Background: an optimization exercise with open tools, aiming at small area, a short achievable clock period and few clock cycles per item. Do not read the settings as production practice. Function was checked by simulation only, so behaviour that the tests miss may differ from the original.

===== flow/config.mk =====
export PLATFORM = sky130hd
export DESIGN_NAME = bqc_block_encoder
export DESIGN_NICKNAME = bqc_block_encoder
export VERILOG_FILES = /design/flow/design.v
export SDC_FILE = /design/flow/constraint.sdc
export NUM_CORES = 4
export LEC_CHECK = 0
export CAP_MARGIN = 20
export CORE_MARGIN = 2
export CORE_UTILIZATION = 35
export SLEW_MARGIN = 20

===== flow/constraint.sdc =====
create_clock -name core_clock -period 50.0 [get_ports {clk}]
set_input_delay 10.0000 -clock core_clock [delete_from_list [all_inputs] [get_ports {clk}]]
set_output_delay 10.0000 -clock core_clock [all_outputs]
set_load 0.01 [all_outputs]

===== flow/design.v =====
module bqc_block_encoder (
    input  wire        clk,
    input  wire        rst,         
    input  wire        in_valid,
    output wire        in_ready,
    input  wire [63:0] in_row,
    input  wire [2:0]  in_fmode,    
    output wire        out_valid,
    input  wire        out_ready,
    output reg  [15:0] out_data,
    output wire        out_last,
    output wire [1:0]  cls_mode,
    output wire [7:0]  cls_min,
    output wire [7:0]  cls_max,
    output wire [8:0]  cls_grad
);
    localparam [1:0] S_LOAD  = 2'd0,
                     S_QUANT = 2'd1,
                     S_EMIT  = 2'd2;
    localparam [8:0] GRAD2_LIMIT = 9'd30;    
    reg  [1:0]  state;
    reg  [2:0]  row_cnt;
    reg  [63:0] rows [0:7];
    reg  [2:0]  fmode;
    reg  [7:0]  mn, mx;
    reg  [8:0]  grad;
    reg  [1:0]  cmode;        
    reg  [1:0]  mode;         
    reg  [5:0]  qidx;
    reg  [3:0]  lev [0:63];
    reg  [4:0]  beat;
    wire        in_fire = in_valid && in_ready;
    wire [63:0] prev_row = rows[row_cnt - 3'd1];
    reg  [7:0]  nxt_mn, nxt_mx;
    reg  [8:0]  nxt_grad;
    reg  [7:0]  s, a, b, c;
    reg  [7:0]  dh, dv;
    reg  [8:0]  g;
    integer     i;
    always @* begin
        nxt_mn   = (row_cnt == 3'd0) ? 8'hFF : mn;
        nxt_mx   = (row_cnt == 3'd0) ? 8'h00 : mx;
        nxt_grad = (row_cnt == 3'd0) ? 9'd0  : grad;
        for (i = 0; i < 8; i = i + 1) begin
            s = in_row[8*i +: 8];
            if (s < nxt_mn) nxt_mn = s;
            if (s > nxt_mx) nxt_mx = s;
        end
        if (row_cnt >= 3'd2) begin
            for (i = 1; i <= 6; i = i + 1) begin
                a  = prev_row[8*i +: 8];
                b  = prev_row[8*(i+1) +: 8];
                c  = in_row[8*i +: 8];
                dh = (a > b) ? a - b : b - a;
                dv = (a > c) ? a - c : c - a;
                g  = {1'b0, dh} + {1'b0, dv};
                if (g > nxt_grad) nxt_grad = g;
            end
        end
    end
    wire [1:0] nxt_cmode = (nxt_mx == nxt_mn)      ? 2'd0 :
                           (nxt_grad < GRAD2_LIMIT) ? 2'd1 : 2'd2;
    wire [2:0] nxt_fmode = (row_cnt == 3'd0) ? in_fmode : fmode;
    wire [1:0] nxt_mode  = (nxt_fmode == 3'd0) ? nxt_cmode : nxt_fmode[1:0] - 2'd1;
    wire [7:0]  rng    = mx - mn;
    wire [5:0]  q_last = (mode == 2'd1) ? 6'd15 : 6'd63;
    wire [5:0]  pidx   = (mode == 2'd1) ? {qidx[3:2], 1'b0, qidx[1:0], 1'b0} : qidx;
    wire [63:0] prow   = rows[pidx[5:3]];
    wire [7:0]  d      = prow[8*pidx[2:0] +: 8] - mn;
    wire [3:0]  qtop   = (mode == 2'd3) ? 4'd15 : 4'd3;
    wire [18:0] num    = 19'd100 * d * qtop + 19'd49 * rng;
    wire [14:0] den    = 15'd100 * rng;
    wire [18:0] quo    = num / den;
    wire [3:0]  level  = (rng == 8'd0) ? 4'd0 : quo[3:0];
    wire [4:0] beat_last = (mode == 2'd0) ? 5'd0 :
                           (mode == 2'd1) ? 5'd2 :
                           (mode == 2'd2) ? 5'd8 : 5'd16;
    wire [7:0] ctrl_byte  = (mode == 2'd0) ? 8'h00 : {mn[7:2], mode};
    wire [7:0] range_byte = (mode == 2'd0) ? ((mn == 8'd0) ? 8'd1 : mn) : rng;
    wire [3:0] pbeat      = beat[3:0] - 4'd1;    
    always @* begin
        out_data = 16'h0000;
        if (beat == 5'd0) begin
            out_data = {range_byte, ctrl_byte};
        end else if (mode == 2'd3) begin
            for (i = 0; i < 4; i = i + 1)
                out_data[4*i +: 4] = lev[{pbeat, 2'b00} + i];
        end else begin
            for (i = 0; i < 8; i = i + 1)
                out_data[2*i +: 2] = lev[{pbeat[2:0], 3'b000} + i][1:0];
        end
    end
    assign in_ready  = (state == S_LOAD);
    assign out_valid = (state == S_EMIT);
    assign out_last  = (beat == beat_last);
    assign cls_mode  = cmode;
    assign cls_min   = mn;
    assign cls_max   = mx;
    assign cls_grad  = grad;
    always @(posedge clk) begin
        if (rst) begin
            state   <= S_LOAD;
            row_cnt <= 3'd0;
            qidx    <= 6'd0;
            beat    <= 5'd0;
        end else begin
            case (state)
            S_LOAD: if (in_fire) begin
                rows[row_cnt] <= in_row;
                mn      <= nxt_mn;
                mx      <= nxt_mx;
                grad    <= nxt_grad;
                fmode   <= nxt_fmode;
                row_cnt <= row_cnt + 3'd1;
                if (row_cnt == 3'd7) begin
                    cmode <= nxt_cmode;
                    mode  <= nxt_mode;
                    qidx  <= 6'd0;
                    beat  <= 5'd0;
                    state <= (nxt_mode == 2'd0) ? S_EMIT : S_QUANT;
                end
            end
            S_QUANT: begin
                lev[qidx] <= level;
                qidx      <= qidx + 6'd1;
                if (qidx == q_last)
                    state <= S_EMIT;
            end
            S_EMIT: if (out_ready) begin
                beat <= beat + 5'd1;
                if (out_last) begin
                    beat  <= 5'd0;
                    state <= S_LOAD;
                end
            end
            default: state <= S_LOAD;
            endcase
        end
    end
endmodule

===== flow/run.sh =====
#!/bin/bash
# synth_recipe.tcl (not shown) runs the flow's synth.tcl, then flattens the netlist and writes it again
# the make line also repeats each setting of config.mk as NAME=value (left out here)
make -C /OpenROAD-flow-scripts/flow DESIGN_CONFIG=/design/flow/config.mk WORK_HOME=/design/flow/orfs CLKGATE_MAP_FILE= SYNTH_SCRIPT=/design/flow/synth_recipe.tcl finish

==> run notes <==
## cell type report
type / count / area (um^2)
antenna: 6 / 15.0
clock buffer: 95 / 2210
clock inverter: 59 / 609
fill: 17400 / 111000
inverter: 390 / 1460
multi-input combinational: 4192 / 37800
sequential: 816 / 24400
tap: 2385 / 2980
timing repair buffer: 217 / 1950
## layer usage
metal | global-route usage [%] | wire length [um] | vias up
met1 | 26.3 | 81000 | 23500
met5 | 0 | 43 | -
met3 | 2.16 | 10300 | 393
li1 | - | - | 21800
met4 | 8.75 | 8970 | 6
met2 | 34.7 | 95200 | 1552
## critical path, delay by kind of cell (launching register included)
family / cells / cell delay [ns]
flops: 1 / 0.60
simple gates: 51 / 10.67
xor+xnor: 4 / 0.87
fa+ha+maj: 28 / 9.26
mux: 5 / 1.89
compound gates: 102 / 20.82
buf+inv: 11 / 2.02
## placed cells by master, fill, tap and decap left out, drive strengths merged, types with 31 or more instances in the layout
cell type      netlist  layout
a311oi              31      31
a21o               141     141
nand4               62      62
a21oi              341     341
clkdlybuf4s50        0     116
xnor2              147     147
mux2                97      98
clkbuf             168      95
o211ai              32      32
buf                 62     101
clkinv               0      34
o21bai              48      48
nor3               118     118
nor2b              104     104
ha                 678     678
or3                 33      33
a31oi               50      50
nor2               377     377
a211oi             103     103
nand2              297     299
nand3               67      67
a221oi              47      47
mux4               348     348
edfxtp             800     800
inv                390     396
mux2i              142     142
xor2                78      78
fa                  66      66
nand2b              68      68
o21ai              203     203
o31ai               31      31
and2                78      78
o21a               137     137
## flip-flops by register name (all words and copies together) (netlist names)
name     cells
lev        256
mx           8
mn           8
cmode        2
grad         9
rows       512
qidx         6
row_cnt      3
fmode        3
beat         5
mode         2
state        2
## timing repair
item | 4_1_cts | 5_1_grt
hold buffers | 0 | 0
endpoints found under the setup margin | 0 | 64
resized for setup | 0 | 19
## how the worst max path moves through the flow
stage / startpoint / endpoint / slack (ns)
finish: mode[1] / lev[41][0] / 3.28
global route: mode[1] / lev[41][0] / -0.004
CTS: mode[1] / lev[49][0] / 1.31
detailed placement: mode[1] / lev[13][0] / 1.48
global placement: mode[1] / lev[25][0] / 2.83
floorplan: mode[1] / lev[0][0] / 6.08
## cells by family (layout without fill, tap and decap cells)
kind of cell             Yosys count  in the layout  synth area share, %
buffers and inverters            620            761                 3.70
AO/OA/AOI/OAI                   1315           1315                 13.8
multiplexers                     587            588                 16.1
flip-flops                       816            816                 37.9
adder cells (fa/ha/maj)          744            744                 15.3
XOR/XNOR                         225            225                 3.07
other                              0              6                    0
AND/OR/NAND/NOR                 1318           1320                 10.1
## through the flow
stage / setup slack, ns / utilization (%) / TNS [ns] / hold slack [ns] / cells
2_1_floorplan: 6.08 / - / 0 / 0.521 / 5625
3_3_place_gp: 2.83 / 37.5 / 0 / 0.553 / 7996
3_5_place_dp: 1.48 / 37.5 / 0 / 0.564 / 7996
4_1_cts: 1.31 / 39.0 / 0 / 0.580 / 8150
5_1_grt: -0.00427 / 39.1 / -0.0367 / 0.630 / 8160
6_report: 3.28 / 39.1 / 0 / 0.578 / 8160
==> results.toml <==
[outcome]
status = "timing/DRC/antenna clean"

[grt]
grt_pass1_wl_mm = 291
grt_max_degree = 67
grt.overflow.total = 0
grt_pass1_vias = 47000
grt_antenna_before_repair = 20
grt_usage_pct = 20.4

[place]
io_buffer_count = 116
gp_congestion = 0.909
place_hpwl_mm = 143
placed_cell_area_mm2 = 0.0685

[layout]
postLayoutCellArea_mm2 = 0.0714
drive_gt1_share_pct = 13.4
synthToLayoutAreaGrowth_pct = 11.3
nets = 6517

[clocking]
clk_pin_slew_ns = 0.06
cts_root_buf = "clkbuf_16"
cts_tree = "built"
insertion_delay_ns = 0.70
post_cts_buffers = 0
cts_buffers = 85
clock-sinks = 816
cts_buffer_depth = 3
htree_levels = 3

[logic_synthesis]
synth.largest_area_cell = "edfxtp_1"
yosysUniqueCellTypes = 103
synth_area_mm2 = 0.0642
synth_area_leaders = "edfxtp_1, ha_1, mux4_2"
synth.top_cell.area_share_pct = 37.4
syn_nets = 6440
ys.warnings.count = 1
yosysMostFrequentCell = "edfxtp_1"
synth_edf_count = 800
ys.flop_type = "edfxtp_1"
seq_area_frac_synth_pct = 37.9
synthTopCellsByCount = "edfxtp_1, ha_1, inv_1, nor2_1, mux4_2"
synth-seq-cells = 816
avgSynthCellArea_um2 = 11.4
synth_cells = 5625
ys_async_sr_fraction_pct = 0

[timing]
setup_viol = 0
period_needed_ns = 46.72
finalHoldViolCount = 0
slew-limit-headroom_pct = 17.3
max_freq_ghz = 0.0214
drv_slew = 0
skew_ns = 0.0301
period_share_pct = 93.4
worstMarginPinSlew_ns = 1.24

[worst_setup_path]
cp-start-kind = "flip-flop"
cp_common_cell = "o21a_1"
end_kind = "flip-flop"
worstSetupPathType = "flip-flop to flip-flop"
cp_data_required_time_ns = 50.34
worstRegToRegCells = 201
worst-path-max-fanout = 64
crit_path_top_delay_cell = "and2_2"
reg2reg_to = "lev[41][0]"
arrival_ns = 47.06
r2r_slack_ns = 3.28
cpPeakStageDelay_ns = 0.72
r2r-start = "mode[1]"

[floorplan]
pin_count = 117
die_area_mm2 = 0.187
start_util_pct = 35.1
row_count = 157
coreArea_mm2 = 0.183
fp.dieW_um = 432
die_height_um = 432

[worst_hold_path]
hold_path_end = "fmode[1]"
hold_depth = 2
min-delay-path-class = "flip-flop to flip-flop"
min_from = "fmode[1]"

[routing]
drt_iter0_drc = 4028
wl_mm = 195
viasPerCell = 5.79
vias = 47200
dr.pass1.iters = 6
ant_nets = 0
drcViolationCount = 0
wl_per_cell_um = 24.0

[flow_run]
maxCapViolCount = 0
Testbench counts, summed over its fixed seeds: cycles 110,322, blocks 2,400.

separate check: timing with driven ports:
The results above use ideal ports. As a check the final layout listed here was re-extracted and re-timed, cells and wires unchanged. Step 1 (the two cells are an assumption about what drives the block):
set clk [get_ports {clk}]
set_driving_cell -lib_cell sky130_fd_sc_hd__clkbuf_16 $clk
set_driving_cell -lib_cell sky130_fd_sc_hd__buf_2 [delete_from_list [all_inputs] $clk]
Step 2 adds t to the input delays and takes it off the output delays; t is the mean of the earliest and latest rising clock arrival at the registers after step 1. Input paths then give back, and output paths get back, about the clock's delay inside the block. Three values: ideal, step 1, step 2; two values: the first two.
t, ns: 0.764
slack for setup (ns): 3.283 / 3.283 / 3.283
worst setup path at the end: register to register
After both steps this run still meets setup and hold. For this run, drivers alone change the setup slack by 0.000 ns; drivers and shift together by 0.000 ns.
